Background: an optimization exercise with open tools, aiming at small area, a short achievable clock period and few clock cycles per item. Do not read the settings as production practice. At most, simulation tests tie the RTL to the original design; equivalence was not proved. Only the layout flow was run in run 1; the RTL was not checked for function there.

## flow/design.v (module list and top-level ports; edited modules follow where they fit)
// module cvt_delta_rv: 266 lines
// module cvt_delta_gu: 266 lines
// module cvt_delta_gv: 266 lines
// module cvt_delta_bu: 266 lines
// module cvt_prod_rv: 46 lines
// module cvt_prod_bu: 46 lines
// module cvt_prod_gu: 46 lines
// module cvt_prod_gv: 46 lines
// module cvt_g_err: 23 lines
// module cvt_lzc: 15 lines
// module cvt_norm: 12 lines
// module cvt_out_pre: 22 lines
// module cvt_out: 22 lines
// module cvt_pair: 202 lines
module cvt_pair (
    input  wire        clk,
    input  wire        rst,
    input  wire        in_valid,
    output wire        in_ready,
    input  wire [7:0]  in_y0,
    input  wire [7:0]  in_y1,
    input  wire [7:0]  in_cb_a,
    input  wire [7:0]  in_cr_a,
    input  wire [7:0]  in_cb_b,
    input  wire [7:0]  in_cr_b,
    input  wire        in_interp,
    output wire        out_valid,
    output wire [31:0] out_r0,
    output wire [31:0] out_g0,
    output wire [31:0] out_b0,
    output wire [31:0] out_r1,
    output wire [31:0] out_g1,
    output wire [31:0] out_b1,
    output wire [23:0] out_rgb0_u8,    
    output wire [23:0] out_rgb1_u8
);
  // ...
==> flow/run.sh <==
#!/bin/bash
# synth_recipe.tcl (not shown) runs the flow's synth.tcl, then flattens the netlist and writes it again
# the make line also repeats each setting of config.mk as NAME=value (left out here)
make -C /OpenROAD-flow-scripts/flow DESIGN_CONFIG=/design/flow/config.mk WORK_HOME=/design/flow/orfs CLKGATE_MAP_FILE= SYNTH_SCRIPT=/design/flow/synth_recipe.tcl finish
==> flow/config.mk <==
export PLATFORM = sky130hd
export DESIGN_NAME = cvt_pair
export DESIGN_NICKNAME = cvt_pair
export VERILOG_FILES = /design/flow/design.v
export SDC_FILE = /design/flow/constraint.sdc
export NUM_CORES = 4
export LEC_CHECK = 0
export CAP_MARGIN = 20
export CORE_MARGIN = 2
export CORE_UTILIZATION = 60
export CTS_BUF_LIST = sky130_fd_sc_hd__clkbuf_8
export CTS_CLUSTER_SIZE = 40
export PLACE_DENSITY = 0.7
export SLEW_MARGIN = 20
==> flow/constraint.sdc <==
create_clock -name core_clock -period 17.0 [get_ports {clk}]
set_input_delay 3.4000 -clock core_clock [delete_from_list [all_inputs] [get_ports {clk}]]
set_output_delay 3.4000 -clock core_clock [all_outputs]
set_load 0.01 [all_outputs]
==> run_results.csv, run 1 <==
group,metric,value,unit
min_path,min_delay_path_depth,0,
layout,num_antenna_cells,4,
synthesis,syn-cell-area,0.07177,mm2
detailed_routing,drc_errors,0,
clock_network,cts_hold_buffers,0,
placement,dp_cells,9748,
layout,fin_cells,10090,
detailed_routing,dr_wl_met2,85970,um
timing,tns,0,ps
timing,finalCritPeriodShare,0.3062,
min_path,hold_path_end,"y1_1[7]$_DFF_P_",
synthesis,synth_edf_count,0,
grt,grt_overflow,0,
grt,use_met1,0.3945,
grt,grt_max_degree,44,
min_path,hp-start,"y1_q[7]$_DFF_P_",
synthesis,synth-simple-area-share,0.1540,
layout,fillers,9915,
timing,rsz0062_at_grt,"false",
clock_network,clock-sinks,1106,
detailed_routing,vias,59860,
setup_path,critPathTopFamily,"buffers and inverters",
synthesis,synthXorXnorAreaFrac,0.05431,
synthesis,seq_area_frac_synth,0.3085,
grt,gr-usage-met3,0.04119,
layout,num-nonclk-inverters,628,
flow_run,maxCapViolCount,0,
run_status,outcome,"complete, no violations",
timing,max-slew-margin-rel,0.2495,
setup_path,crit_cells,1,
synthesis,netlist_instances,8175,
setup_path,required,13600,ps
synthesis,synth_ff_type,"dfxtp_1",
==> module cvt_pair, before the edit <==
module cvt_pair (
    input  wire        clk,
    input  wire        rst,
    input  wire        in_valid,
    output wire        in_ready,
    input  wire [7:0]  in_y0,
    input  wire [7:0]  in_y1,
    input  wire [7:0]  in_cb_a,
    input  wire [7:0]  in_cr_a,
    input  wire [7:0]  in_cb_b,
    input  wire [7:0]  in_cr_b,
    input  wire        in_interp,
    output wire        out_valid,
    output wire [31:0] out_r0,
    output wire [31:0] out_g0,
    output wire [31:0] out_b0,
    output wire [31:0] out_r1,
    output wire [31:0] out_g1,
    output wire [31:0] out_b1,
    output wire [23:0] out_rgb0_u8,    
    output wire [23:0] out_rgb1_u8
);
    assign in_ready = 1'b1;
    wire [8:0] cb_sum = {1'b0, in_cb_a} + {1'b0, in_cb_b} + 9'd1;
    wire [8:0] cr_sum = {1'b0, in_cr_a} + {1'b0, in_cr_b} + 9'd1;
    reg  [7:0] y0_q, y1_q, cb, cr;
    always @(posedge clk) begin
        y0_q <= in_y0;
        y1_q <= in_y1;
        cb   <= in_interp ? cb_sum[8:1] : in_cb_a;
        cr   <= in_interp ? cr_sum[8:1] : in_cr_a;
    end
    wire signed [7:0] d_rv, d_gu, d_gv, d_bu;
    cvt_delta_rv t_rv (.c(cr), .d(d_rv));
    cvt_delta_gu t_gu (.c(cb), .d(d_gu));
    cvt_delta_gv t_gv (.c(cr), .d(d_gv));
    cvt_delta_bu t_bu (.c(cb), .d(d_bu));
    reg [7:0]        y0_1, y1_1, cb_1, cr_1;
    reg signed [7:0] d_rv_1, d_gu_1, d_gv_1, d_bu_1;
    always @(posedge clk) begin
        y0_1   <= y0_q;
        y1_1   <= y1_q;
        cb_1   <= cb;
        cr_1   <= cr;
        d_rv_1 <= d_rv;
        d_gu_1 <= d_gu;
        d_gv_1 <= d_gv;
        d_bu_1 <= d_bu;
    end
    wire [35:0] prv_s, prv_c, pbu_s, pbu_c, ngu_s, ngu_c, ngv_s, ngv_c;
    cvt_prod_rv p_rv (.c(cr_1), .d(d_rv_1), .ps(prv_s), .pc(prv_c));
    cvt_prod_bu p_bu (.c(cb_1), .d(d_bu_1), .ps(pbu_s), .pc(pbu_c));
    cvt_prod_gu p_gu (.c(cb_1), .d(d_gu_1), .ps(ngu_s), .pc(ngu_c));
    cvt_prod_gv p_gv (.c(cr_1), .d(d_gv_1), .ps(ngv_s), .pc(ngv_c));
    wire [35:0] ngu = ngu_s + ngu_c;
    wire [35:0] k_s = ngu_s ^ ngu_c ^ ngv_s;
    wire [35:0] k_c = {(ngu_s[34:0] & ngu_c[34:0]) | (ngu_s[34:0] & ngv_s[34:0]) | (ngu_c[34:0] & ngv_s[34:0]), 1'b0};
    wire [35:0] nuv_k = 36'hFFFFFF801;    
    wire [35:0] l_s = k_s ^ k_c ^ ngv_c;
    wire [35:0] l_c = {(k_s[34:0] & k_c[34:0]) | (k_s[34:0] & ngv_c[34:0]) | (k_c[34:0] & ngv_c[34:0]), 1'b0};
    wire [35:0] nuv_s = l_s ^ l_c ^ nuv_k;
    wire [35:0] nuv_c = {(l_s[34:0] & l_c[34:0]) | (l_s[34:0] & nuv_k[34:0]) | (l_c[34:0] & nuv_k[34:0]), 1'b0};
    reg [7:0]  y0_2, y1_2;
    reg [35:0] prv_s2, prv_c2, pbu_s2, pbu_c2, ngu_2, nuv_s2, nuv_c2;
    always @(posedge clk) begin
        y0_2   <= y0_1;
        y1_2   <= y1_1;
        prv_s2 <= prv_s;
        prv_c2 <= prv_c;
        pbu_s2 <= pbu_s;
        pbu_c2 <= pbu_c;
        ngu_2  <= ngu;
        nuv_s2 <= nuv_s;
        nuv_c2 <= nuv_c;
    end
    wire [35:0] yf0_2 = {3'b000, y0_2, 25'd0};
    wire [35:0] yf1_2 = {3'b000, y1_2, 25'd0};
    wire [11:0] w0, w1;
    cvt_g_err ge0 (.y8(y0_2), .ngu(ngu_2), .w(w0));
    cvt_g_err ge1 (.y8(y1_2), .ngu(ngu_2), .w(w1));
    wire [35:0] t0 = yf0_2 + nuv_s2 + nuv_c2;
    wire [35:0] t1 = yf1_2 + nuv_s2 + nuv_c2;
    reg [7:0]  y0_3, y1_3;
    reg [35:0] prv_3, pbu_3, t0_3, t1_3;
    reg [11:0] w0_3, w1_3;
    always @(posedge clk) begin
        y0_3  <= y0_2;
        y1_3  <= y1_2;
        prv_3 <= prv_s2 + prv_c2;
        pbu_3 <= pbu_s2 + pbu_c2;
        t0_3  <= t0;
        t1_3  <= t1;
        w0_3  <= w0;
        w1_3  <= w1;
    end
    wire [35:0] yf0 = {3'b000, y0_3, 25'd0};
    wire [35:0] yf1 = {3'b000, y1_3, 25'd0};
    wire [35:0] xr0 = yf0 + prv_3;
    wire [35:0] xb0 = yf0 + pbu_3;
    wire [35:0] xg0 = t0_3 + {24'd0, w0_3};
    wire [35:0] xr1 = yf1 + prv_3;
    wire [35:0] xb1 = yf1 + pbu_3;
    wire [35:0] xg1 = t1_3 + {24'd0, w1_3};
    wire       lo_r0, hi_r0, lo_g0, hi_g0, lo_b0, hi_b0, lo_r1, hi_r1, lo_g1, hi_g1, lo_b1, hi_b1;
    wire [5:0] lz_r0, lz_g0, lz_b0, lz_r1, lz_g1, lz_b1;
    cvt_lzc lzc_r0 (.x(xr0), .low(lo_r0), .high(hi_r0), .lz(lz_r0));
    cvt_lzc lzc_g0 (.x(xg0), .low(lo_g0), .high(hi_g0), .lz(lz_g0));
    cvt_lzc lzc_b0 (.x(xb0), .low(lo_b0), .high(hi_b0), .lz(lz_b0));
    cvt_lzc lzc_r1 (.x(xr1), .low(lo_r1), .high(hi_r1), .lz(lz_r1));
    cvt_lzc lzc_g1 (.x(xg1), .low(lo_g1), .high(hi_g1), .lz(lz_g1));
    cvt_lzc lzc_b1 (.x(xb1), .low(lo_b1), .high(hi_b1), .lz(lz_b1));
    reg [32:0] vr0_4, vg0_4, vb0_4, vr1_4, vg1_4, vb1_4;
    reg        lo_r0_4, hi_r0_4, lo_g0_4, hi_g0_4, lo_b0_4, hi_b0_4;
    reg        lo_r1_4, hi_r1_4, lo_g1_4, hi_g1_4, lo_b1_4, hi_b1_4;
    reg [5:0]  lz_r0_4, lz_g0_4, lz_b0_4, lz_r1_4, lz_g1_4, lz_b1_4;
    always @(posedge clk) begin
        vr0_4   <= xr0[32:0];
        vg0_4   <= xg0[32:0];
        vb0_4   <= xb0[32:0];
        vr1_4   <= xr1[32:0];
        vg1_4   <= xg1[32:0];
        vb1_4   <= xb1[32:0];
        lo_r0_4 <= lo_r0;
        hi_r0_4 <= hi_r0;
        lo_g0_4 <= lo_g0;
        hi_g0_4 <= hi_g0;
        lo_b0_4 <= lo_b0;
        hi_b0_4 <= hi_b0;
        lo_r1_4 <= lo_r1;
        hi_r1_4 <= hi_r1;
        lo_g1_4 <= lo_g1;
        hi_g1_4 <= hi_g1;
        lo_b1_4 <= lo_b1;
        hi_b1_4 <= hi_b1;
        lz_r0_4 <= lz_r0;
        lz_g0_4 <= lz_g0;
        lz_b0_4 <= lz_b0;
        lz_r1_4 <= lz_r1;
        lz_g1_4 <= lz_g1;
        lz_b1_4 <= lz_b1;
    end
    wire [23:0] mn_r0, mn_g0, mn_b0, mn_r1, mn_g1, mn_b1;
    wire        i1_r0, i1_g0, i1_b0, i1_r1, i1_g1, i1_b1;
    wire [5:0]  ex_r0, ex_g0, ex_b0, ex_r1, ex_g1, ex_b1;
    cvt_norm nm_r0 (.v(vr0_4), .lz(lz_r0_4), .mn(mn_r0), .inc1(i1_r0), .ex(ex_r0));
    cvt_norm nm_g0 (.v(vg0_4), .lz(lz_g0_4), .mn(mn_g0), .inc1(i1_g0), .ex(ex_g0));
    cvt_norm nm_b0 (.v(vb0_4), .lz(lz_b0_4), .mn(mn_b0), .inc1(i1_b0), .ex(ex_b0));
    cvt_norm nm_r1 (.v(vr1_4), .lz(lz_r1_4), .mn(mn_r1), .inc1(i1_r1), .ex(ex_r1));
    cvt_norm nm_g1 (.v(vg1_4), .lz(lz_g1_4), .mn(mn_g1), .inc1(i1_g1), .ex(ex_g1));
    cvt_norm nm_b1 (.v(vb1_4), .lz(lz_b1_4), .mn(mn_b1), .inc1(i1_b1), .ex(ex_b1));
    wire md_r0, md_g0, md_b0, md_r1, md_g1, md_b1;
    wire mdn_r0, mdn_g0, mdn_b0, mdn_r1, mdn_g1, mdn_b1;
    wire [1:0] k_r0, k_g0, k_b0, k_r1, k_g1, k_b1;
    cvt_out_pre op_r0 (.mn(mn_r0), .inc1(i1_r0), .mode(md_r0), .mode_n(mdn_r0), .k(k_r0));
    cvt_out_pre op_g0 (.mn(mn_g0), .inc1(i1_g0), .mode(md_g0), .mode_n(mdn_g0), .k(k_g0));
    cvt_out_pre op_b0 (.mn(mn_b0), .inc1(i1_b0), .mode(md_b0), .mode_n(mdn_b0), .k(k_b0));
    cvt_out_pre op_r1 (.mn(mn_r1), .inc1(i1_r1), .mode(md_r1), .mode_n(mdn_r1), .k(k_r1));
    cvt_out_pre op_g1 (.mn(mn_g1), .inc1(i1_g1), .mode(md_g1), .mode_n(mdn_g1), .k(k_g1));
    cvt_out_pre op_b1 (.mn(mn_b1), .inc1(i1_b1), .mode(md_b1), .mode_n(mdn_b1), .k(k_b1));
    reg [37*6-1:0] c_5;
    always @(posedge clk)
        c_5 <= {md_b1, mdn_b1, k_b1, lo_b1_4, hi_b1_4, i1_b1, ex_b1, mn_b1,
                md_g1, mdn_g1, k_g1, lo_g1_4, hi_g1_4,   i1_g1, ex_g1, mn_g1,
                md_r1, mdn_r1, k_r1, lo_r1_4, hi_r1_4, i1_r1, ex_r1, mn_r1,
                md_b0, mdn_b0, k_b0, lo_b0_4, hi_b0_4, i1_b0, ex_b0, mn_b0,
                md_g0, mdn_g0, k_g0, lo_g0_4, hi_g0_4,   i1_g0, ex_g0, mn_g0,
                md_r0, mdn_r0, k_r0, lo_r0_4, hi_r0_4, i1_r0, ex_r0, mn_r0};
    wire [31*6-1:0] f;
    wire [8*6-1:0]  u;
    genvar k;
    generate
        for (k = 0; k < 6; k = k + 1) begin : ch
            cvt_out o (.mode(c_5[37*k+36]), .mode_n(c_5[37*k+35]),
                .k(c_5[37*k+33 +: 2]),
                .low(c_5[37*k+32]), .high(c_5[37*k+31]), .inc1(c_5[37*k+30]),
                .ex(c_5[37*k+24 +: 6]), .mn(c_5[37*k +: 24]),
                .f(f[31*k +: 31]), .u(u[8*k +: 8]));
        end
    endgenerate
    reg [31*6-1:0] f_6;
    reg [8*6-1:0]  u_6;
    always @(posedge clk) begin
        f_6 <= f;
        u_6 <= u;
    end
    assign out_r0 = {1'b0, f_6[31*0 +: 31]};
    assign out_g0 = {1'b0, f_6[31*1 +: 31]};
    assign out_b0 = {1'b0, f_6[31*2 +: 31]};
    assign out_r1 = {1'b0, f_6[31*3 +: 31]};
    assign out_g1 = {1'b0, f_6[31*4 +: 31]};
    assign out_b1 = {1'b0, f_6[31*5 +: 31]};
    assign out_rgb0_u8 = u_6[23:0];
    assign out_rgb1_u8 = u_6[47:24];
    reg [6:0] vpipe;
    always @(posedge clk) begin
        if (rst)
            vpipe <= 7'd0;
        else
            vpipe <= {vpipe[5:0], in_valid};
    end
    assign out_valid = vpipe[6];
endmodule
==> run 2, diff against run 1 <==
--- a/flow/design.v
+++ b/flow/design.v
@@ -1340,6 +1340,33 @@
     assign f = low ? 31'd0 : high ? 31'h437F0000 : {e, fr};
     assign u = low ? 8'd0  : high ? 8'd255 : ipart;
 endmodule
+module cvt_add #(parameter N = 36, parameter L = 6) (    
+    input  wire [N-1:0] a,
+    input  wire [N-1:0] b,
+    input  wire         ci,
+    output wire [N-1:0] s
+);
+    wire [N:0] g [0:L];
+    wire [N:0] p [0:L];
+    assign g[0] = {a & b, ci};
+    assign p[0] = {a ^ b, 1'b0};
+    genvar l, i;
+    generate
+        for (l = 0; l < L; l = l + 1) begin : lv
+            for (i = 0; i <= N; i = i + 1) begin : bt
+                if ((i >> l) & 1) begin : n
+                    localparam integer J = ((i >> l) << l) - 1;
+                    assign g[l+1][i] = g[l][i] | (p[l][i] & g[l][J]);
+                    assign p[l+1][i] = p[l][i] & p[l][J];
+                end else begin : w
+                    assign g[l+1][i] = g[l][i];
+                    assign p[l+1][i] = p[l][i];
+                end
+            end
+        end
+    endgenerate
+    assign s = p[0][N:1] ^ g[L][N-1:0];
+endmodule
 module cvt_pair (
     input  wire        clk,
     input  wire        rst,
@@ -1377,13 +1404,15 @@
     cvt_delta_gu t_gu (.c(cb), .d(d_gu));
     cvt_delta_gv t_gv (.c(cr), .d(d_gv));
     cvt_delta_bu t_bu (.c(cb), .d(d_bu));
-    reg [7:0]        y0_1, y1_1, cb_1, cr_1;
+    reg [7:0]        y0_1, y1_1, cb_1, cr_1, cbn_1, crn_1;
     reg signed [7:0] d_rv_1, d_gu_1, d_gv_1, d_bu_1;
     always @(posedge clk) begin
         y0_1   <= y0_q;
         y1_1   <= y1_q;
         cb_1   <= cb;
         cr_1   <= cr;
+        cbn_1  <= ~cb;
+        crn_1  <= ~cr;
         d_rv_1 <= d_rv;
         d_gu_1 <= d_gu;
         d_gv_1 <= d_gv;
@@ -1392,8 +1421,8 @@
     wire [35:0] prv_s, prv_c, pbu_s, pbu_c, ngu_s, ngu_c, ngv_s, ngv_c;
     cvt_prod_rv p_rv (.c(cr_1), .d(d_rv_1), .ps(prv_s), .pc(prv_c));
     cvt_prod_bu p_bu (.c(cb_1), .d(d_bu_1), .ps(pbu_s), .pc(pbu_c));
-    cvt_prod_gu p_gu (.c(cb_1), .d(d_gu_1), .ps(ngu_s), .pc(ngu_c));
-    cvt_prod_gv p_gv (.c(cr_1), .d(d_gv_1), .ps(ngv_s), .pc(ngv_c));
+    cvt_prod_gu p_gu (.c(~cbn_1), .d(d_gu_1), .ps(ngu_s), .pc(ngu_c));
+    cvt_prod_gv p_gv (.c(~crn_1), .d(d_gv_1), .ps(ngv_s), .pc(ngv_c));
     wire [35:0] ngu = ngu_s + ngu_c;
     wire [35:0] k_s = ngu_s ^ ngu_c ^ ngv_s;
     wire [35:0] k_c = {(ngu_s[34:0] & ngu_c[34:0]) | (ngu_s[34:0] & ngv_s[34:0]) | (ngu_c[34:0] & ngv_s[34:0]), 1'b0};
@@ -1420,16 +1449,24 @@
     wire [11:0] w0, w1;
     cvt_g_err ge0 (.y8(y0_2), .ngu(ngu_2), .w(w0));
     cvt_g_err ge1 (.y8(y1_2), .ngu(ngu_2), .w(w1));
-    wire [35:0] t0 = yf0_2 + nuv_s2 + nuv_c2;
-    wire [35:0] t1 = yf1_2 + nuv_s2 + nuv_c2;
+    wire [35:0] prv, pbu;
+    cvt_add #(36) a_prv (.a(prv_s2), .b(prv_c2), .ci(1'b0), .s(prv));
+    cvt_add #(36) a_pbu (.a(pbu_s2), .b(pbu_c2), .ci(1'b0), .s(pbu));
+    wire [35:0] u0_s = yf0_2 ^ nuv_s2 ^ nuv_c2;
+    wire [35:0] u0_c = {(yf0_2[34:0] & nuv_s2[34:0]) | (yf0_2[34:0] & nuv_c2[34:0]) | (nuv_s2[34:0] & nuv_c2[34:0]), 1'b0};
+    wire [35:0] u1_s = yf1_2 ^ nuv_s2 ^ nuv_c2;
+    wire [35:0] u1_c = {(yf1_2[34:0] & nuv_s2[34:0]) | (yf1_2[34:0] & nuv_c2[34:0]) | (nuv_s2[34:0] & nuv_c2[34:0]), 1'b0};
+    wire [35:0] t0, t1;
+    cvt_add #(36) a_t0 (.a(u0_s), .b(u0_c), .ci(1'b0), .s(t0));
+    cvt_add #(36) a_t1 (.a(u1_s), .b(u1_c), .ci(1'b0), .s(t1));
     reg [7:0]  y0_3, y1_3;
     reg [35:0] prv_3, pbu_3, t0_3, t1_3;
     reg [11:0] w0_3, w1_3;
     always @(posedge clk) begin
         y0_3  <= y0_2;
         y1_3  <= y1_2;
-        prv_3 <= prv_s2 + prv_c2;
-        pbu_3 <= pbu_s2 + pbu_c2;
+        prv_3 <= prv;
+        pbu_3 <= pbu;
         t0_3  <= t0;
         t1_3  <= t1;
         w0_3  <= w0;
==> flow/flow/run.sh (new file) <==
#!/bin/bash
# The standard layout, with the port buffers made from buf_2 cells instead of
# the buffer buffer_ports picks by default (a slow delay cell).
# standard.sh's full output goes to standard.log in this folder.
set -euo pipefail
export BUFFER_PORTS_ARGS="-buffer_cell sky130_fd_sc_hd__buf_2"
bash standard.sh finish > standard.log 2>&1
==> flow/standard.sh (new file) <==
#!/bin/bash
# synth_recipe.tcl (not shown) runs the flow's synth.tcl, then flattens the netlist and writes it again
# the make line also repeats each setting of config.mk as NAME=value (left out here)
make -C /OpenROAD-flow-scripts/flow DESIGN_CONFIG=/design/flow/config.mk WORK_HOME=/design/flow/orfs CLKGATE_MAP_FILE= SYNTH_SCRIPT=/design/flow/synth_recipe.tcl "${@:-finish}"
--- a/flow/config.mk
+++ b/flow/config.mk
@@ -8,7 +8,5 @@
 export CAP_MARGIN = 20
 export CORE_MARGIN = 2
 export CORE_UTILIZATION = 60
-export CTS_BUF_LIST = sky130_fd_sc_hd__clkbuf_8
-export CTS_CLUSTER_SIZE = 40
 export PLACE_DENSITY = 0.7
 export SLEW_MARGIN = 20
removed: flow/run.sh
==> run 2 against run 1 <==
Final cell count shrank 2.7%. Synthesized area shrank 1.2%. Utilization shrank 1.6 points. Still clean on timing, DRC and antenna. Worst setup slack gained 360 ps. Hold slack gained 9.4 ps. Clock skew grew 0.80 ps. Critical path type is now flop to flop. Non-clock buffer count shrank 9.
==> run_results.csv, run 2 <==
group,metric,value,unit
run_status,outcome,"complete, no violations",
setup_path,end_kind,"flop",
synthesis,synth_edf_count,0,
die,ioPinCount,294,
timing,min_period,4843,ps
synthesis,syn-cell-area,0.07088,mm2
layout,nNetsFinal,9029,
die,initial_core_util,0.6026,
timing,max-slew-margin-rel,0.2830,
clock_network,cts_hold_buffers,0,
detailed_routing,drc_errors,0,
layout,regMostFlops,"c_5",
timing,slew_viol_final,0,
placement,port-buffer-count,286,
min_path,hold_class,"flop to flop",
clock_network,cts_tree,"done",
timing,finalSetupViolations,0,
grt,track_usage,0.2865,
grt,antenna_found_initial,6,
grt,grt_pass1_wl,286500,um
detailed_routing,viasPerCell,5.840,
layout,fillers,9932,
detailed_routing,vias,57330,
grt,grt_max_degree,42,
clock_network,worstSkewPairLatency,740,ps
synthesis,seq_area_frac_synth,0.3166,
clock_network,h-tree-depth,3,
die,rows,126,
grt,first_global_vias,54660,
layout,multiInputGateArea,0.04452,mm2
synthesis,ys_ff_latch,1121,
synthesis,synth_top_area_frac,0.3166,
setup_path,crit_type,"flop to flop",
flow_run,maxCapViolCount,0,
synthesis,ys_types,102,
detailed_routing,ant_nets,0,
synthesis,synthXorXnorAreaFrac,0.05450,
clock_network,cts_resized,0,
layout,largest_register_ffs,222,
clock_network,clockRootBuffer,"clkbuf_16",
die,die-width,347.7,um
synthesis,synth_ff_type,"dfxtp_1",
placement,hpwl,139400,um
setup_path,endpoint,"ngu_2[31]$_DFF_P_",
clock_network,numCtsBuffers,115,
setup_path,startpoint,"cbn_1[0]$_DFF_P_",
layout,final_core_util,0.6573,
grt,grt_overflow,0,
layout,final_common_cell,"dfxtp_1",
timing,finalCritPeriodShare,0.2849,
setup_path,r2r-end,"ngu_2[31]$_DFF_P_",
synthesis,synth_most_common_cell,"dfxtp_1",
setup_path,cp-start-kind,"flop",
detailed_routing,first_pass_iters,9,
timing,fmax,0.2065,GHz
synthesis,synth-simple-area-share,0.1434,
die,die_y,347.7,um
setup_path,critPathMaxFanout,22,
clock_network,cts_setup_buffers,0,
layout,reg.largest.list,"c_5 x222, f_6 x186, u_6 x48",
synthesis,synth_compound_area_frac,0.1778,
synthesis,async_reset_ff_frac,0,
synthesis,synth_common_cells,"dfxtp_1, nor2_1, ha_1, inv_1, a21oi_1",
die,dieArea,0.1209,mm2
synthesis,yosysWarnings,7,
synthesis,syn_area_per_cell,8.774,um2
setup_path,required,17640,ps
layout,fin_cells,9817,
synthesis,synth_area_leader_cell,"dfxtp_1",
synthesis,yosys.area_share.adder,0.1545,
setup_path,r2r_slack,12160,ps
setup_path,worstPathArrival,5490,ps
timing,fin_worst_skew,38.85,ps
synthesis,netlist_top_cells_area,"dfxtp_1, ha_1, mux2i_1",
layout,syn2layout_area_growth,9.077,%
setup_path,worst_r2r_path_depth,15,
timing,tns,0,ps
layout,final_cell_mix,"dfxtp_1, nor2_1, ha_1",
min_path,hp-start,"y0_1[7]$_DFF_P_",
timing,rsz0062_at_grt,"false",
timing,hold_violations,0,
detailed_routing,avgRoutedWirePerCell,18.06,um
detailed_routing,drt_iter0_drc,4405,
timing,worst_pin_slew,1062,ps
placement,gp_congestion,0.9390,
placement,dp_cells,9601,
setup_path,worstReg2RegStart,"cbn_1[0]$_DFF_P_",
synthesis,netlist_instances,8078,
synthesis,synth_top_family_by_area,"compound AO/OA/AOI/OAI gates",
synthesis,synthMuxAreaShare,0.09734,
layout,register_area,0.02245,mm2
layout,final_layout_size_suffix_gt1_frac,0.09687,
detailed_routing,wl,177300,um
clock_network,path_clk_slew,60,ps
clock_network,clock-sinks,1121,
die,core_area,0.1176,mm2
clock_network,clockBufferDepth,3,
[run 2: per-stage QoR]
| stage | instance area, um2 | hold slack (ps) | setup slack [ps] |
|---|---|---|---|
| 2_1_floorplan | 70910 | 309.6 | 11760 |
| 3_3_place_gp | 73110 | 309.6 | 11540 |
| 3_5_place_dp | 73110 | 312.1 | 11480 |
| 4_1_cts | 77300 | 324.8 | 12240 |
| 5_1_grt | 77310 | 329.1 | 11790 |
| 6_report | 77310 | 322.9 | 12160 |
[run 2: critical path, cell delays in order (launching register included)]
cell	delay [ps]
dfxtp_1	810
clkinv_1	560
fa_1	600
ha_1	250
fa_1	480
a21o_1	180
a21oi_1	220
o21bai_1	100
a21oi_1	230
o21bai_1	130
a21oi_1	140
o31ai_1	130
a211oi_1	420
o21ai_0	190
a21oi_1	210
xnor2_1	130
[run 2: worst min-delay path by stage]
stage	end	depth (start not counted)	slack [ps]
6_report	y0_2[7]$_DFF_P_	0	320
5_1_grt	y0_1[5]$_DFF_P_	0	330
4_1_cts	y0_2[7]$_DFF_P_	0	320
3_5_place_dp	y0_1[4]$_DFF_P_	0	310
3_3_place_gp	y1_2[7]$_DFF_P_	0	310
2_1_floorplan	c_5[105]$_DFF_P_	0	310
[run 2: final cells by class]
type / count / share of cell area
Multi-Input combinational cell: 5943 / 0.5759
Sequential cell: 1121 / 0.2904
Clock buffer: 137 / 0.03999
Inverter: 686 / 0.03331
Tap cell: 1536 / 0.02486
Timing Repair Buffer: 315 / 0.02133
Clock inverter: 77 / 0.01423
Antenna cell: 2 / 0.00006474
[run 2: cells by family (layout without fill, tap and decap cells)]
family	count (synthesis)	count (layout)
multiplexers	540	540
buffers and inverters	1022	1215
AO/OA/AOI/OAI	1962	1962
adder cells (fa/ha/maj)	795	795
other	2	12
XOR/XNOR	441	441
flip-flops	1121	1121
AND/OR/NAND/NOR	2195	2195
[run 2: per-layer routing]
layer,routed length [um],GRT usage,up-vias
li1,-,-,28670
met1,83700,0.4013,26880
met2,80470,0.4685,1537
met3,9459,0.03543,235
met4,3580,0.07315,6
met5,46,0,-
Testbench counts of run 2, summed over its fixed seeds: cycles 16,056, items 16,000.
==> run 3, diff against run 2 <==
==> flow/run.sh (new file) <==
#!/bin/bash
# synth_recipe.tcl (not shown) runs the flow's synth.tcl, then flattens the netlist and writes it again
# the make line also repeats each setting of config.mk as NAME=value (left out here)
make -C /OpenROAD-flow-scripts/flow DESIGN_CONFIG=/design/flow/config.mk WORK_HOME=/design/flow/orfs CLKGATE_MAP_FILE= SYNTH_SCRIPT=/design/flow/synth_recipe.tcl finish
removed: flow/flow/run.sh
removed: flow/standard.sh
==> run 3 against run 2 <==
Worst setup slack lost 230 ps. First-iteration DRC count fell by 4.4%. Critical path type is now primary input to flop. Synthesized area is the same. Sequential share of layout area is 0.49 points lower. Register-to-register slack lost 90 ps. Clock skew fell by 5.4 ps. Routed wire length shrank 0.79%.
==> run_results.csv, run 3 <==
group,metric,value,unit
synthesis,synth_most_common_cell,"dfxtp_1",
detailed_routing,first_pass_iters,8,
die,rows,126,
setup_path,crit_type,"primary input to flop",
setup_path,required,17550,ps
grt,gr-usage-met3,0.03366,
grt,grt_pass1_wl,285300,um
detailed_routing,ant_nets,0,
grt,grt_overflow,0,
die,ioPinCount,294,
layout,final_cell_mix,"dfxtp_1, nor2_1, ha_1",
clock_network,clockRootBuffer,"clkbuf_16",
setup_path,cp_cell_sequence,"clkdlybuf4s50_1, or2_2, fa_1, a21o_1, a21o_1, a21o_1, a21oi_1, nor2b_1, o21ai_0, a31oi_1",
detailed_routing,avgRoutedWirePerCell,17.92,um
run_status,outcome,"complete, no violations",
setup_path,critPathMaxFanout,2,
grt,track_usage,0.2842,
layout,final_common_cell,"dfxtp_1",
timing,worst_pin_slew,1176,ps
setup_path,cpMostUsedCell,"a21o_1",
die,die-width,347.7,um
clock_network,cts_hold_buffers,0,
synthesis,syn_area_per_cell,8.774,um2
clock_network,cts_tree,"done",
setup_path,crit_path_top_delay_cell,"fa_1",
timing,finalCritPeriodShare,0.2983,
clock_network,path_clk_slew,60,ps
setup_path,worstPathArrival,5620,ps
timing,tns,0,ps
timing,rsz0062_at_grt,"false",
timing,min_period,5072,ps
die,initial_core_util,0.6026,
timing,hold_violations,0,
synthesis,yosysWarnings,7,
synthesis,synth_ff_type,"dfxtp_1",
synthesis,ys_ff_latch,1121,
setup_path,slowest_delay,420,ps
clock_network,h-tree-depth,3,
synthesis,netlist_instances,8078,
grt,met2_usage,0.4658,
layout,final_layout_size_suffix_gt1_frac,0.06184,
setup_path,cp-start-kind,"primary input",
grt,grt_max_degree,42,
clock_network,worstSkewPairLatency,740,ps
layout,nNetsFinal,9028,
clock_network,cts_resized,0,
clock_network,numCtsBuffers,113,
timing,fin_worst_skew,33.46,ps
synthesis,synth_top_area_frac,0.3166,
setup_path,critPathTopFamily,"compound AO/OA/AOI/OAI gates",
layout,regMostFlops,"c_5",
clock_network,clock-sinks,1121,
timing,fmax,0.1972,GHz
synthesis,synth_edf_count,0,
synthesis,synth_area_leader_cell,"dfxtp_1",
synthesis,ys_types,102,
detailed_routing,drt_iter0_drc,4213,
grt,busiest_layer,"met2",
die,core_area,0.1176,mm2
clock_network,cts_setup_buffers,0,
synthesis,netlist_top_cells_area,"dfxtp_1, ha_1, mux2i_1",
setup_path,end_kind,"flop",
grt,first_global_vias,54530,
layout,largest_register_ffs,222,
setup_path,worst-path-buf-inv,1,
placement,hpwl,138800,um
placement,port-buffer-count,286,
die,dieArea,0.1209,mm2
flow_run,maxCapViolCount,0,
grt,use_met1,0.3965,
synthesis,seq_area_frac_synth,0.3166,
layout,reg.largest.list,"c_5 x222, f_6 x186, u_6 x48",
detailed_routing,viasPerCell,5.869,
timing,slew_viol_final,0,
min_path,hold_class,"flop to flop",
detailed_routing,drc_errors,0,
layout,final_core_util,0.6685,
clock_network,clockBufferDepth,3,
synthesis,syn-cell-area,0.07088,mm2
detailed_routing,wl,175900,um
timing,finalSetupViolations,0,
synthesis,async_reset_ff_frac,0,
detailed_routing,vias,57610,
layout,syn2layout_area_growth,10.93,%
layout,num_antenna_cells,0,
synthesis,synth_common_cells,"dfxtp_1, nor2_1, ha_1, inv_1, a21oi_1",
die,die_y,347.7,um
timing,max-slew-margin-rel,0.2074,
timing,hold_slack,322.8,ps
grt,antenna_found_initial,1,
placement,gp_congestion,0.9649,
run 3: cell counts after synthesis:
Identical to the previous run, type by type.
run 3: worst register-to-register path: cells and delay by family, from the launching register on:
family,cells,cell delay (ps)
flip-flops,1,830
adder cells (fa/ha/maj),3,1320
AO/OA/AOI/OAI,10,1920
AND/OR/NAND/NOR,1,180
buffers and inverters,1,600
run 3: path summary, 6_finish.rpt:
check,start,to,slack [ps],depth (start not counted)
setup reg to reg,cbn_1[0]$_DFF_P_,ngu_2[35]$_DFF_P_,12070,15
setup / recovery,in_cb_b[0],cb[7]$_DFF_P_,11930,10
hold / removal,hi_g1_4$_DFF_P_,c_5[179]$_DFF_P_,320,0
hold reg to reg,hi_g1_4$_DFF_P_,c_5[179]$_DFF_P_,320,0
run 3: cells by family (layout without fill, tap and decap cells):
kind of cell,count (synthesis),in the layout,synth area share
xor+xnor,441,441,0.05450
fa+ha+maj,795,795,0.1545
flops,1121,1121,0.3166
mux,540,540,0.09734
buf+inv,1022,1215,0.05566
other cells,2,10,0.0001060
compound gates,1962,1962,0.1778
simple gates,2195,2195,0.1434
run 3: cell type report:
cell class                 count  area (um2)
multi-input combinational   5943       44520
fill                        9712       38980
sequential                  1121       22450
timing repair buffer         316        3105
clock buffer                 143        3090
inverter                     686        2575
tap                         1536        1922
clock inverter                70       962.2
run 3: per-layer routing:
metal	share of wire	routed length, um	vias up
met5	0.000057	10	-
met1	0.47	82410	26950
li1	-	-	28690
met2	0.45	79840	1689
met3	0.054	9568	283
met4	0.023	4027	2
run 3: per-stage QoR:
step           std cells  area, um2  setup slack, ps
5_1_grt             9815      78630            11690
3_5_place_dp        9601      74540            11220
4_1_cts             9814      78590            11910
2_1_floorplan       8086      70910            11760
6_report            9815      78630            11930
3_3_place_gp        9601      74540            11190
==> module cvt_norm, before the edit <==
module cvt_norm (
    input  wire [32:0] v,
    input  wire [5:0]  lz,
    output wire [23:0] mn,
    output wire        inc1,
    output wire [5:0]  ex         
);
    wire [32:0] n = v << lz;
    assign mn   = n[32:9];
    assign inc1 = n[8] & ((|n[7:0]) | n[9]);
    assign ex   = 6'd32 - lz;
endmodule
==> module cvt_out, before the edit <==
module cvt_out (
    input  wire        low,
    input  wire        high,
    input  wire [23:0] mn,
    input  wire        inc1,
    input  wire [5:0]  ex,
    input  wire        mode,
    input  wire        mode_n,
    input  wire [1:0]  k,
    output wire [30:0] f,         
    output wire [7:0]  u
);
    wire [24:0] zh   = {mn, inc1} + {8'hFF, ~mn[23:7]} + {23'd0, k};
    wire [31:0] zp   = {zh, 7'd0};
    wire [22:0] fr   = {mode ? zp[30:20] : zp[29:19], mode_n ? zp[18:7] : zp[19:8]};
    wire [7:0]  e0   = 8'd101 + {2'b00, ex};
    wire [7:0]  e1   = 8'd102 + {2'b00, ex};
    wire [7:0]  e    = zp[31] ? e1 : e0;
    wire [7:0]  ipart = (ex >= 6'd25) ? (zp[31:24] >> (6'd32 - ex)) : 8'd0;
    assign f = low ? 31'd0 : high ? 31'h437F0000 : {e, fr};
    assign u = low ? 8'd0  : high ? 8'd255 : ipart;
endmodule
==> run 4, diff against run 3 <==
--- a/flow/design.v
+++ b/flow/design.v
@@ -1287,14 +1287,15 @@
 module cvt_norm (
     input  wire [32:0] v,
     input  wire [5:0]  lz,
+    input  wire        high,      
     output wire [23:0] mn,
     output wire        inc1,
     output wire [5:0]  ex         
 );
     wire [32:0] n = v << lz;
-    assign mn   = n[32:9];
-    assign inc1 = n[8] & ((|n[7:0]) | n[9]);
-    assign ex   = 6'd32 - lz;
+    assign mn   = n[32:9] | {24{high}};
+    assign inc1 = (n[8] & ((|n[7:0]) | n[9])) | high;
+    assign ex   = high ? 6'd32 : 6'd32 - lz;
 endmodule
 module cvt_out_pre (
     input  wire [23:0] mn,
@@ -1320,7 +1321,6 @@
 endmodule
 module cvt_out (
     input  wire        low,
-    input  wire        high,
     input  wire [23:0] mn,
     input  wire        inc1,
     input  wire [5:0]  ex,
@@ -1337,8 +1337,8 @@
     wire [7:0]  e1   = 8'd102 + {2'b00, ex};
     wire [7:0]  e    = zp[31] ? e1 : e0;
     wire [7:0]  ipart = (ex >= 6'd25) ? (zp[31:24] >> (6'd32 - ex)) : 8'd0;
-    assign f = low ? 31'd0 : high ? 31'h437F0000 : {e, fr};
-    assign u = low ? 8'd0  : high ? 8'd255 : ipart;
+    assign f = low ? 31'd0 : {e, fr};
+    assign u = low ? 8'd0  : ipart;
 endmodule
 module cvt_add #(parameter N = 36, parameter L = 6) (    
     input  wire [N-1:0] a,
@@ -1521,12 +1521,12 @@
     wire [23:0] mn_r0, mn_g0, mn_b0, mn_r1, mn_g1, mn_b1;
     wire        i1_r0, i1_g0, i1_b0, i1_r1, i1_g1, i1_b1;
     wire [5:0]  ex_r0, ex_g0, ex_b0, ex_r1, ex_g1, ex_b1;
-    cvt_norm nm_r0 (.v(vr0_4), .lz(lz_r0_4), .mn(mn_r0), .inc1(i1_r0), .ex(ex_r0));
-    cvt_norm nm_g0 (.v(vg0_4), .lz(lz_g0_4), .mn(mn_g0), .inc1(i1_g0), .ex(ex_g0));
-    cvt_norm nm_b0 (.v(vb0_4), .lz(lz_b0_4), .mn(mn_b0), .inc1(i1_b0), .ex(ex_b0));
-    cvt_norm nm_r1 (.v(vr1_4), .lz(lz_r1_4), .mn(mn_r1), .inc1(i1_r1), .ex(ex_r1));
-    cvt_norm nm_g1 (.v(vg1_4), .lz(lz_g1_4), .mn(mn_g1), .inc1(i1_g1), .ex(ex_g1));
-    cvt_norm nm_b1 (.v(vb1_4), .lz(lz_b1_4), .mn(mn_b1), .inc1(i1_b1), .ex(ex_b1));
+    cvt_norm nm_r0 (.v(vr0_4), .lz(lz_r0_4), .high(hi_r0_4), .mn(mn_r0), .inc1(i1_r0), .ex(ex_r0));
+    cvt_norm nm_g0 (.v(vg0_4), .lz(lz_g0_4), .high(hi_g0_4), .mn(mn_g0), .inc1(i1_g0), .ex(ex_g0));
+    cvt_norm nm_b0 (.v(vb0_4), .lz(lz_b0_4), .high(hi_b0_4), .mn(mn_b0), .inc1(i1_b0), .ex(ex_b0));
+    cvt_norm nm_r1 (.v(vr1_4), .lz(lz_r1_4), .high(hi_r1_4), .mn(mn_r1), .inc1(i1_r1), .ex(ex_r1));
+    cvt_norm nm_g1 (.v(vg1_4), .lz(lz_g1_4), .high(hi_g1_4), .mn(mn_g1), .inc1(i1_g1), .ex(ex_g1));
+    cvt_norm nm_b1 (.v(vb1_4), .lz(lz_b1_4), .high(hi_b1_4), .mn(mn_b1), .inc1(i1_b1), .ex(ex_b1));
     wire md_r0, md_g0, md_b0, md_r1, md_g1, md_b1;
     wire mdn_r0, mdn_g0, mdn_b0, mdn_r1, mdn_g1, mdn_b1;
     wire [1:0] k_r0, k_g0, k_b0, k_r1, k_g1, k_b1;
@@ -1536,23 +1536,23 @@
     cvt_out_pre op_r1 (.mn(mn_r1), .inc1(i1_r1), .mode(md_r1), .mode_n(mdn_r1), .k(k_r1));
     cvt_out_pre op_g1 (.mn(mn_g1), .inc1(i1_g1), .mode(md_g1), .mode_n(mdn_g1), .k(k_g1));
     cvt_out_pre op_b1 (.mn(mn_b1), .inc1(i1_b1), .mode(md_b1), .mode_n(mdn_b1), .k(k_b1));
-    reg [37*6-1:0] c_5;
+    reg [36*6-1:0] c_5;
     always @(posedge clk)
-        c_5 <= {md_b1, mdn_b1, k_b1, lo_b1_4, hi_b1_4, i1_b1, ex_b1, mn_b1,
-                md_g1, mdn_g1, k_g1, lo_g1_4, hi_g1_4,   i1_g1, ex_g1, mn_g1,
-                md_r1, mdn_r1, k_r1, lo_r1_4, hi_r1_4, i1_r1, ex_r1, mn_r1,
-                md_b0, mdn_b0, k_b0, lo_b0_4, hi_b0_4, i1_b0, ex_b0, mn_b0,
-                md_g0, mdn_g0, k_g0, lo_g0_4, hi_g0_4,   i1_g0, ex_g0, mn_g0,
-                md_r0, mdn_r0, k_r0, lo_r0_4, hi_r0_4, i1_r0, ex_r0, mn_r0};
+        c_5 <= {md_b1, mdn_b1, k_b1, lo_b1_4, i1_b1, ex_b1, mn_b1,
+                md_g1, mdn_g1, k_g1, lo_g1_4, i1_g1, ex_g1, mn_g1,
+                md_r1, mdn_r1, k_r1, lo_r1_4, i1_r1, ex_r1, mn_r1,
+                md_b0, mdn_b0, k_b0, lo_b0_4, i1_b0, ex_b0, mn_b0,
+                md_g0, mdn_g0, k_g0, lo_g0_4, i1_g0, ex_g0, mn_g0,
+                md_r0, mdn_r0, k_r0, lo_r0_4, i1_r0, ex_r0, mn_r0};
     wire [31*6-1:0] f;
     wire [8*6-1:0]  u;
     genvar k;
     generate
         for (k = 0; k < 6; k = k + 1) begin : ch
-            cvt_out o (.mode(c_5[37*k+36]), .mode_n(c_5[37*k+35]),
-                .k(c_5[37*k+33 +: 2]),
-                .low(c_5[37*k+32]), .high(c_5[37*k+31]), .inc1(c_5[37*k+30]),
-                .ex(c_5[37*k+24 +: 6]), .mn(c_5[37*k +: 24]),
+            cvt_out o (.mode(c_5[36*k+35]), .mode_n(c_5[36*k+34]),
+                .k(c_5[36*k+32 +: 2]),
+                .low(c_5[36*k+31]), .inc1(c_5[36*k+30]),
+                .ex(c_5[36*k+24 +: 6]), .mn(c_5[36*k +: 24]),
                 .f(f[31*k +: 31]), .u(u[8*k +: 8]));
         end
     endgenerate
==> flow/flow/run.sh (new file) <==
#!/bin/bash
# The standard layout, with the port buffers made from buf_2 cells instead of
# the buffer buffer_ports picks by default (a slow delay cell).
# standard.sh's full output goes to standard.log in this folder.
set -euo pipefail
export BUFFER_PORTS_ARGS="-buffer_cell sky130_fd_sc_hd__buf_2"
bash standard.sh finish > standard.log 2>&1
==> flow/standard.sh (new file) <==
#!/bin/bash
# synth_recipe.tcl (not shown) runs the flow's synth.tcl, then flattens the netlist and writes it again
# the make line also repeats each setting of config.mk as NAME=value (left out here)
make -C /OpenROAD-flow-scripts/flow DESIGN_CONFIG=/design/flow/config.mk WORK_HOME=/design/flow/orfs CLKGATE_MAP_FILE= SYNTH_SCRIPT=/design/flow/synth_recipe.tcl "${@:-finish}"
--- a/flow/config.mk
+++ b/flow/config.mk
@@ -5,6 +5,7 @@
 export SDC_FILE = /design/flow/constraint.sdc
 export NUM_CORES = 4
 export LEC_CHECK = 0
+export ABC_AREA = 1
 export CAP_MARGIN = 20
 export CORE_MARGIN = 2
 export CORE_UTILIZATION = 60
removed: flow/run.sh
==> run 4 against run 3 <==
Via count up 4.3%. Critical endpoint is now c_5[177]$_DFF_P_. Highest routed layer unchanged. Utilization down 0.70 points. Worst setup slack better by 190 ps. Clock skew down 10 ps. Fmax up 3.9%. Clock-buffer cell count down 2. Critical path depth up 7. Synthesized cell count up 14%. Final cell count up 11%. Global-route usage up 1.8 points. Critical path type is now flop to flop.
==> run_results.csv, run 4 <==
group,metric,value,unit
run_status,outcome,"complete, no violations",
setup_path,worst_r2r_path_depth,17,
grt,grt_pass1_wl,288500,um
grt,antenna_found_initial,2,
die,dieArea,0.1159,mm2
timing,fmax,0.2048,GHz
synthesis,seq_area_frac_synth,0.3286,
setup_path,required,17590,ps
clock_network,h-tree-depth,3,
synthesis,synth_most_common_cell,"nand2_1",
die,initial_core_util,0.6046,
layout,final_layout_size_suffix_gt1_frac,0.06550,
placement,hpwl,146300,um
synthesis,netlist_top_cells_area,"dfxtp_1, ha_1, nand2_1",
synthesis,ys_types,78,
placement,port-buffer-count,286,
layout,fillers,9880,
die,die_y,340.5,um
timing,tns,0,ps
grt,first_global_vias,55450,
timing,finalCritPeriodShare,0.2872,
detailed_routing,drt_iter0_drc,4801,
setup_path,slowest_delay,970,ps
layout,final_cell_mix,"nand2_1, inv_1, dfxtp_1",
die,core_area,0.1123,mm2
clock_network,numCtsBuffers,114,
clock_network,clock-sinks,1115,
timing,slew_viol_final,0,
layout,syn2layout_area_growth,9.409,%
layout,largest_register_ffs,216,
layout,final_common_cell,"nand2_1",
setup_path,crit_path_top_delay_cell,"clkinv_1",
layout,nNetsFinal,10190,
synthesis,netlist_instances,9175,
placement,gp_congestion,1.006,
placement,post_dp_cell_area,0.07028,mm2
layout,fin_cells,10940,
clock_network,cts_setup_buffers,0,
setup_path,endpoint,"c_5[177]$_DFF_P_",
timing,finalSetupViolations,0,
setup_path,cp-start-kind,"flop",
setup_path,crit_type,"flop to flop",
timing,fin_worst_skew,23.07,ps
timing,worst_pin_slew,983.5,ps
timing,max-slew-margin-rel,0.3421,
timing,hold_slack,323.2,ps
synthesis,ys_ff_latch,1115,
clock_network,cts_tree,"done",
die,rows,123,
die,die-width,340.5,um
setup_path,cp_cell_sequence,"clkinv_1, o21ai_0, nand2_1, nand2_1, nand2_1, o21ai_0, o21ai_0, nor4_1, nand4_1, nor2_1, ha_1, nand2_1, o21ai_0, a21oi_1, nor3_1, ha_1, o21bai_1",
setup_path,worstReg2RegStart,"lz_g1_4[1]$_SDFF_PP0_",
flow_run,maxCapViolCount,0,
detailed_routing,drc_errors,0,
detailed_routing,avgRoutedWirePerCell,16.51,um
detailed_routing,first_pass_iters,8,
synthesis,synth_common_cells,"nand2_1, inv_1, dfxtp_1, nor2_1, o21ai_0",
synthesis,syn_area_per_cell,7.404,um2
synthesis,synth_area_leader_cell,"dfxtp_1",
setup_path,critPathMaxFanout,36,
clock_network,cts_hold_buffers,0,
detailed_routing,wl,180600,um
grt,grt_max_degree,56,
setup_path,end_kind,"flop",
grt,track_usage,0.3022,
clock_network,clockRootBuffer,"clkbuf_16",
synthesis,synth_ff_type,"dfxtp_1",
setup_path,r2r_slack,12120,ps
clock_network,worstSkewPairLatency,710,ps
detailed_routing,vias,60060,
min_path,hold_class,"flop to flop",
detailed_routing,ant_nets,0,
synthesis,synth_edf_count,0,
layout,reg.largest.list,"c_5 x216, f_6 x186, u_6 x48",
synthesis,yosysWarnings,7,
die,ioPinCount,294,
synthesis,synth_top_area_frac,0.3286,
clock_network,path_clk_slew,70,ps
setup_path,worstPathArrival,5470,ps
grt,grt_overflow,0,
synthesis,async_reset_ff_frac,0,
setup_path,startpoint,"lz_g1_4[1]$_SDFF_PP0_",
placement,dp_cells,10730,
clock_network,clockBufferDepth,3,
layout,stdcell_area,0.07432,mm2
timing,rsz0062_at_grt,"false",
layout,regMostFlops,"c_5",
timing,hold_violations,0,
clock_network,cts_resized,0,
setup_path,r2r-end,"c_5[177]$_DFF_P_",
synthesis,syn-cell-area,0.06793,mm2
detailed_routing,viasPerCell,5.491,
timing,min_period,4882,ps
[run 4: final cells by class]
class | count | area (um2) | area share
inverter | 1367 | 5131 | 0.06904
tap | 1500 | 1877 | 0.02525
antenna | 2 | 5.005 | 0.00006734
sequential | 1115 | 22320 | 0.3003
multi-input combinational | 6447 | 39440 | 0.5307
timing repair buffer | 297 | 1514 | 0.02037
clock inverter | 68 | 924.6 | 0.01244
clock buffer | 141 | 3107 | 0.04180
[run 4: stage by stage]
stage                     setup slack (ps)  utilization
after floorplan                      12250            -
after global placement               11880       0.6256
after detailed placement             11930       0.6256
after CTS                            12170       0.6615
after global routing                 11570       0.6615
final                                12120       0.6615
[run 4: worst min path at each step]
stage                               start                to  slack, ps  cells past startpoint
after floorplan           lo_b0_4$_DFF_P_  c_5[103]$_DFF_P_        310                      0
after global placement    y0_q[0]$_DFF_P_   y0_1[0]$_DFF_P_        310                      0
after detailed placement  y1_q[2]$_DFF_P_   y1_1[2]$_DFF_P_        310                      0
after CTS                 y0_q[6]$_DFF_P_   y0_1[6]$_DFF_P_        320                      0
after global routing      y1_q[1]$_DFF_P_   y1_1[1]$_DFF_P_        330                      0
final                     y0_q[6]$_DFF_P_   y0_1[6]$_DFF_P_        320                      0
[run 4: cell families after synthesis]
logic type / share of synthesized area
AND/OR/NAND/NOR: 0.1994
AO/OA/AOI/OAI: 0.1597
other: 0.0001106
adder cells (fa/ha/maj): 0.1611
buffers and inverters: 0.09123
XOR/XNOR: 0.05132
multiplexers: 0.008547
flip-flops: 0.3286
[run 4: critical path, delay by kind of cell, from the launching register on]
| family | cells | cell delay, ps |
|---|---|---|
| AO/OA/AOI/OAI | 6 | 1350 |
| adder cells (fa/ha/maj) | 2 | 450 |
| buffers and inverters | 1 | 970 |
| flip-flops | 1 | 900 |
| AND/OR/NAND/NOR | 8 | 1090 |
[run 4: routing by layer]
layer | share of wire | global-route usage | vias to the layer above
li1 | - | - | 30280
met1 | 0.47 | 0.4265 | 27410
met2 | 0.44 | 0.4839 | 2043
met3 | 0.061 | 0.03681 | 318
met4 | 0.028 | 0.09049 | 2
met5 | 0.000083 | 0 | -
Testbench counts of run 4, summed over its fixed seeds: cycles 16,056, items 16,000.
==> run 5, diff against run 4 <==
--- a/flow/config.mk
+++ b/flow/config.mk
@@ -9,5 +9,7 @@
 export CAP_MARGIN = 20
 export CORE_MARGIN = 2
 export CORE_UTILIZATION = 60
+export CTS_CLUSTER_DIAMETER = 70
+export CTS_CLUSTER_SIZE = 30
 export PLACE_DENSITY = 0.7
-export SLEW_MARGIN = 20
+export SLEW_MARGIN = 60
==> run 5 against run 4 <==
Die area did not move. Routed wire length down 0.70%. Register-to-register slack better by 220 ps. Clock skew grew 37 ps. Hold slack gained 12 ps. Fmax grew 4.0%.
==> run_results.csv, run 5 <==
group,metric,value,unit
die,initial_core_util,0.6046,
synthesis,synth_compound_area_frac,0.1597,
timing,min_period,4695,ps
synthesis,ys_ff_latch,1115,
synthesis,synth_area_leader_cell,"dfxtp_1",
flow_run,maxCapViolCount,0,
clock_network,h-tree-depth,3,
synthesis,synth_ff_type,"dfxtp_1",
grt,antenna_found_initial,2,
timing,fin_ws,12310,ps
setup_path,cp_cell_sequence,"buf_2",
grt,grt_pass1_wl,286600,um
synthesis,yosysWarnings,7,
layout,regMostFlops,"c_5",
placement,hpwl,146500,um
placement,post-place-ws,11920,ps
synthesis,async_reset_ff_frac,0,
setup_path,critPathMaxFanout,1,
clock_network,cts_resized,0,
setup_path,worst_r2r_path_depth,25,
grt,track_usage,0.3004,
clock_network,cts_tree,"done",
die,die-width,340.5,um
layout,final_common_cell,"nand2_1",
synthesis,synth_top_family_by_area,"simple AND/OR/NAND/NOR gates",
die,die_y,340.5,um
min_path,min_delay_path_depth,0,
clock_network,path_clk_slew,90,ps
placement,post_dp_cell_area,0.07036,mm2
setup_path,crit_type,"flop to primary output",
setup_path,crit_path_top_delay_cell,"dfxtp_1",
timing,fmax,0.2130,GHz
timing,rsz0062_at_grt,"false",
setup_path,slowest_delay,440,ps
detailed_routing,avgRoutedWirePerCell,16.50,um
setup_path,required,13600,ps
detailed_routing,wl,179300,um
timing,hold_slack,335.0,ps
grt,first_global_vias,55030,
layout,largest_register_ffs,216,
synthesis,syn_area_per_cell,7.404,um2
detailed_routing,drt_iter0_drc,4922,
placement,port-buffer-count,286,
layout,nNetsFinal,10150,
layout,final_cell_mix,"nand2_1, inv_1, dfxtp_1",
clock_network,cts_hold_buffers,0,
run_status,outcome,"complete, no violations",
synthesis,netlist_top_cells_area,"dfxtp_1, ha_1, nand2_1",
setup_path,critPathTopFamily,"flip-flops",
placement,gp_congestion,1.006,
detailed_routing,viasPerCell,5.491,
timing,slew_viol_final,0,
layout,reg.largest.list,"c_5 x216, f_6 x186, u_6 x48",
die,core_area,0.1123,mm2
timing,finalSetupViolations,0,
detailed_routing,vias,59690,
die,dieArea,0.1159,mm2
timing,hold_violations,0,
detailed_routing,ant_nets,0,
synthesis,synth-simple-area-share,0.1994,
timing,tns,0,ps
clock_network,worstSkewPairLatency,700,ps
min_path,hold_class,"flop to flop",
synthesis,synthMuxAreaShare,0.008547,
synthesis,synth_edf_count,0,
timing,fin_worst_skew,60.08,ps
synthesis,synth_most_common_cell,"nand2_1",
timing,finalCritPeriodShare,0.2762,
setup_path,crit_cells,1,
detailed_routing,drc_errors,0,
synthesis,ys_types,78,
setup_path,worstPathArrival,1290,ps
clock_network,clockRootBuffer,"clkbuf_16",
clock_network,clockBufferDepth,3,
detailed_routing,first_pass_iters,10,
synthesis,seq_area_frac_synth,0.3286,
clock_network,numCtsBuffers,76,
setup_path,end_kind,"primary output",
setup_path,worst-path-buf-inv,1,
synthesis,syn-cell-area,0.06793,mm2
synthesis,synthXorXnorAreaFrac,0.05132,
synthesis,netlist_instances,9175,
synthesis,yosys.area_share.adder,0.1611,
synthesis,synth_top_area_frac,0.3286,
layout,stdcell_area,0.07347,mm2
die,rows,123,
setup_path,cp-start-kind,"flop",
synthesis,synth_common_cells,"nand2_1, inv_1, dfxtp_1, nor2_1, o21ai_0",
layout,final_core_util,0.6540,
layout,final_layout_size_suffix_gt1_frac,0.06650,
layout,syn2layout_area_growth,8.156,%
grt,grt_max_degree,56,
timing,worst_pin_slew,600.1,ps
die,ioPinCount,294,
timing,max-slew-margin-rel,0.5957,
clock_network,clock-sinks,1115,
clock_network,cts_setup_buffers,0,
grt,grt_overflow,0,
run 5: changes by cell type in the layout (fill, tap and decap cells not counted), sizes merged:
cell and change:
clkbuf -57, diode -1, buf +1, clkinvlp -17, clkinv +3, bufinv -16
inv +19
run 5: worst paths after layout:
| check | start | end | slack (ps) |
|---|---|---|---|
| setup / recovery | f_6[87]$_SDFF_PP0_ | out_b0[25] | 12310 |
| hold / removal | lo_r1_4$_DFF_P_ | c_5[139]$_DFF_P_ | 340 |
| setup reg to reg | cbn_1[0]$_DFF_P_ | ngu_2[34]$_DFF_P_ | 12340 |
| hold reg to reg | lo_r1_4$_DFF_P_ | c_5[139]$_DFF_P_ | 340 |
run 5: area by class of cell:
cell class / instances / area, um2
clock inverter: 57 / 1028
tap: 1500 / 1877
timing repair buffer: 298 / 1521
clock buffer: 84 / 2014
inverter: 1367 / 5132
sequential: 1115 / 22350
antenna: 1 / 2.502
fill: 10020 / 38880
multi-input combinational: 6447 / 39540
run 5: through the flow:
stage	cells
floorplan	9183
global placement	10730
detailed placement	10730
CTS	10870
global route	10870
finish	10870
run 5: cell families (layout without fill, tap and decap cells):
| kind of cell | after synthesis | in the layout |
|---|---|---|
| AO/OA/AOI/OAI | 1906 | 1906 |
| XOR/XNOR | 389 | 389 |
| adder cells (fa/ha/maj) | 794 | 794 |
| buffers and inverters | 1621 | 1806 |
| flip-flops | 1115 | 1115 |
| multiplexers | 58 | 58 |
| other | 2 | 11 |
| AND/OR/NAND/NOR | 3290 | 3290 |
run 5: routing by layer:
metal  part of all wire  track usage
met1               0.48       0.4270
met2               0.44       0.4820
met5           0.000073            0
met3              0.059      0.03513
met4              0.029      0.08251
==> run 6, diff against run 5 <==
--- a/flow/config.mk
+++ b/flow/config.mk
@@ -6,10 +6,8 @@
 export NUM_CORES = 4
 export LEC_CHECK = 0
 export ABC_AREA = 1
-export CAP_MARGIN = 20
+export CAP_MARGIN = 40
 export CORE_MARGIN = 2
 export CORE_UTILIZATION = 60
-export CTS_CLUSTER_DIAMETER = 70
-export CTS_CLUSTER_SIZE = 30
 export PLACE_DENSITY = 0.7
-export SLEW_MARGIN = 60
+export SLEW_MARGIN = 80
==> run 6 against run 5 <==
Final cell count is 1.2% higher. Worst setup slack worse by 260 ps. Critical path depth is 27 higher. Clock skew is 43 ps lower. Global-route usage is 0.57 points higher. Fmax is 5.2% lower. Synthesized cell count stayed put. First-iteration DRC count is 1.1% lower.
==> run_results.csv, run 6 <==
group,metric,value,unit
die,die-width,340.5,um
die,dieArea,0.1159,mm2
setup_path,endpoint,"ngu_2[34]$_DFF_P_",
clock_network,path_clk_slew,70,ps
setup_path,worst_r2r_path_depth,28,
synthesis,ys_types,78,
layout,syn2layout_area_growth,14.97,%
synthesis,synth_top_family_by_area,"simple AND/OR/NAND/NOR gates",
layout,largest_register_ffs,216,
timing,fin_ws,12050,ps
layout,nNetsFinal,10250,
layout,final_common_cell,"nand2_1",
grt,grt_max_degree,56,
timing,fin_worst_skew,16.83,ps
run_status,outcome,"complete, no violations",
placement,post_dp_cell_area,0.07283,mm2
detailed_routing,drt_iter0_drc,4869,
detailed_routing,viasPerCell,5.506,
setup_path,crit_type,"flop to flop",
clock_network,clockRootBuffer,"clkbuf_16",
grt,track_usage,0.3061,
synthesis,ys_ff_latch,1115,
setup_path,r2r-end,"ngu_2[34]$_DFF_P_",
synthesis,synth_edf_count,0,
grt,antenna_found_initial,3,
timing,finalSetupViolations,0,
synthesis,synth_compound_area_frac,0.1597,
setup_path,worstReg2RegStart,"cbn_1[0]$_DFF_P_",
detailed_routing,m1WireLength,85910,um
setup_path,required,17580,ps
synthesis,synth-simple-area-share,0.1994,
detailed_routing,ant_nets,0,
synthesis,netlist_top_cells_area,"dfxtp_1, ha_1, nand2_1",
synthesis,syn_area_per_cell,7.404,um2
timing,tns,0,ps
synthesis,async_reset_ff_frac,0,
setup_path,r2r_slack,12050,ps
timing,rsz0062_at_grt,"false",
placement,gp_congestion,1.006,
placement,dp_cells,10780,
placement,hpwl,147800,um
grt,first_global_vias,56510,
setup_path,end_kind,"flop",
synthesis,synth_top_area_frac,0.3286,
timing,fmax,0.2019,GHz
setup_path,slowest_delay,450,ps
timing,slew_viol_final,0,
synthesis,synthMuxAreaShare,0.008547,
setup_path,cp-start-kind,"flop",
setup_path,crit_path_top_delay_cell,"dfxtp_2",
detailed_routing,dr_wl_met2,81670,um
flow_run,maxCapViolCount,0,
die,ioPinCount,294,
synthesis,netlist_instances,9175,
setup_path,startpoint,"cbn_1[0]$_DFF_P_",
clock_network,h-tree-depth,3,
detailed_routing,wl_met3,10860,um
synthesis,synthXorXnorAreaFrac,0.05132,
min_path,hold_class,"flop to flop",
synthesis,synth_area_leader_cell,"dfxtp_1",
setup_path,crit_cells,28,
layout,regMostFlops,"c_5",
timing,finalCritPeriodShare,0.2914,
clock_network,clock-sinks,1115,
detailed_routing,avgRoutedWirePerCell,16.71,um
layout,final_layout_size_suffix_gt1_frac,0.1380,
timing,min_period,4953,ps
detailed_routing,drc_errors,0,
setup_path,worst-path-buf-inv,5,
grt,grt_overflow,0,
setup_path,worstPathArrival,5530,ps
clock_network,numCtsBuffers,112,
layout,reg.largest.list,"c_5 x216, f_6 x186, u_6 x48",
clock_network,clockBufferDepth,3,
setup_path,critPathTopFamily,"simple AND/OR/NAND/NOR gates",
detailed_routing,first_pass_iters,6,
clock_network,cts_hold_buffers,0,
detailed_routing,highest_layer,"met5",
min_path,min_delay_path_depth,0,
clock_network,cts_tree,"done",
layout,stdcell_area,0.07810,mm2
placement,post-place-ws,11940,ps
timing,hold_violations,0,
layout,fillers,9366,
die,rows,123,
synthesis,yosysWarnings,7,
clock_network,cts_resized,0,
synthesis,yosys.area_share.adder,0.1611,
layout,final_core_util,0.6952,
synthesis,synth_most_common_cell,"nand2_1",
setup_path,cpMostUsedCell,"nand2_1",
die,initial_core_util,0.6046,
synthesis,syn-cell-area,0.06793,mm2
placement,port-buffer-count,286,
grt,grt_pass1_wl,292900,um
layout,fin_cells,11000,
synthesis,synth_ff_type,"dfxtp_1",
layout,final_cell_mix,"nand2_1, inv_1, dfxtp_1",
detailed_routing,vias,60580,
die,die_y,340.5,um
synthesis,seq_area_frac_synth,0.3286,
clock_network,cts_setup_buffers,0,
synthesis,synth_common_cells,"nand2_1, inv_1, dfxtp_1, nor2_1, o21ai_0",
detailed_routing,wl,183800,um
clock_network,worstSkewPairLatency,720,ps
die,core_area,0.1123,mm2
setup_path,critPathMaxFanout,8,
==> run 6: logic make-up after synthesis <==
group / count (synthesis)
AND/OR/NAND/NOR: 3290
AO/OA/AOI/OAI: 1906
buffers and inverters: 1621
flip-flops: 1115
adder cells (fa/ha/maj): 794
XOR/XNOR: 389
multiplexers: 58
other: 2
==> run 6: stage by stage <==
| stage | hold slack [ps] |
|---|---|
| after floorplan | 309.6 |
| after global placement | 309.6 |
| after detailed placement | 312.0 |
| after CTS | 324.3 |
| after global routing | 328.7 |
| final | 321.8 |
==> run 6: worst min path at each step <==
stage                          startpoint               end  slack [ps]
final                     y0_1[0]$_DFF_P_   y0_2[0]$_DFF_P_         320
after global routing      y0_1[0]$_DFF_P_   y0_2[0]$_DFF_P_         330
after CTS                 y0_1[1]$_DFF_P_   y0_2[1]$_DFF_P_         320
after detailed placement  y0_1[1]$_DFF_P_   y0_2[1]$_DFF_P_         310
after global placement    y0_q[0]$_DFF_P_   y0_1[0]$_DFF_P_         310
after floorplan           lo_b0_4$_DFF_P_  c_5[103]$_DFF_P_         310
==> run 6: area by class of cell <==
cell class / instances / area (um2) / share of cell area
Antenna cell: 1 / 2.502 / 0.00003204
Clock buffer: 144 / 3224 / 0.04129
Clock inverter: 66 / 780.7 / 0.009997
Inverter: 1367 / 5230 / 0.06697
Multi-Input combinational cell: 6447 / 42320 / 0.5418
Sequential cell: 1115 / 22580 / 0.2891
Tap cell: 1500 / 1877 / 0.02403
Timing Repair Buffer: 363 / 2088 / 0.02674
==> run 6: routing by layer <==
metal  GRT usage  vias up
li1            -    30390
met1      0.4324    27810
met2      0.4906     2033
met3     0.03519      351
met4     0.09389        2
met5           0        -
==> run 6: worst register-to-register path: cells and delay by family, from the launching register on <==
family	cells	cell delay [ps]
AO/OA/AOI/OAI	7	1160
AND/OR/NAND/NOR	14	1720
buffers and inverters	5	890
flip-flops	1	450
adder cells (fa/ha/maj)	2	610

-- static timing again, ports no longer ideal --
Ports are ideal in the flow. The routed layouts listed here were re-timed in OpenROAD.
Step 1, drivers: a clkbuf_16 drives clk and a buf_2 each remaining input, both assumed.
Step 2 moves the port delays by t, midway between the first and last clock arrival at a register: inputs arrive t later, outputs are due t later. That takes back most of the time a late clock gives input paths.
Slacks: ideal / step 1 / step 2; pairs: ideal / step 1.
run	t, ns	slack for setup (ns)	hold WS [ns]	worst setup path at the end	pins driven straight from the clock port
run 1	0.956	11.795 / 11.722 / 11.180	0.313 / 0.313 / 0.313	input to register	1
run 2	0.791	12.157 / 12.157 / 11.461	0.323 / 0.323 / 0.323	input to register	1
run 3	0.800	11.928 / 11.903 / 11.184	0.323 / 0.323 / 0.323	input to register	1
run 4	0.772	12.118 / 12.118 / 11.937	0.323 / 0.323 / 0.323	input to register	1
run 5	0.745	12.305 / 12.233 / 11.937	0.335 / 0.335 / 0.335	input to register	1
run 6	0.782	12.047 / 12.047 / 11.926	0.322 / 0.322 / 0.322	input to register	1
After both steps setup and hold are still met in every run listed. For run 3, which loses most, drivers alone change the setup slack by -0.025 ns; drivers and shift together by -0.744 ns.
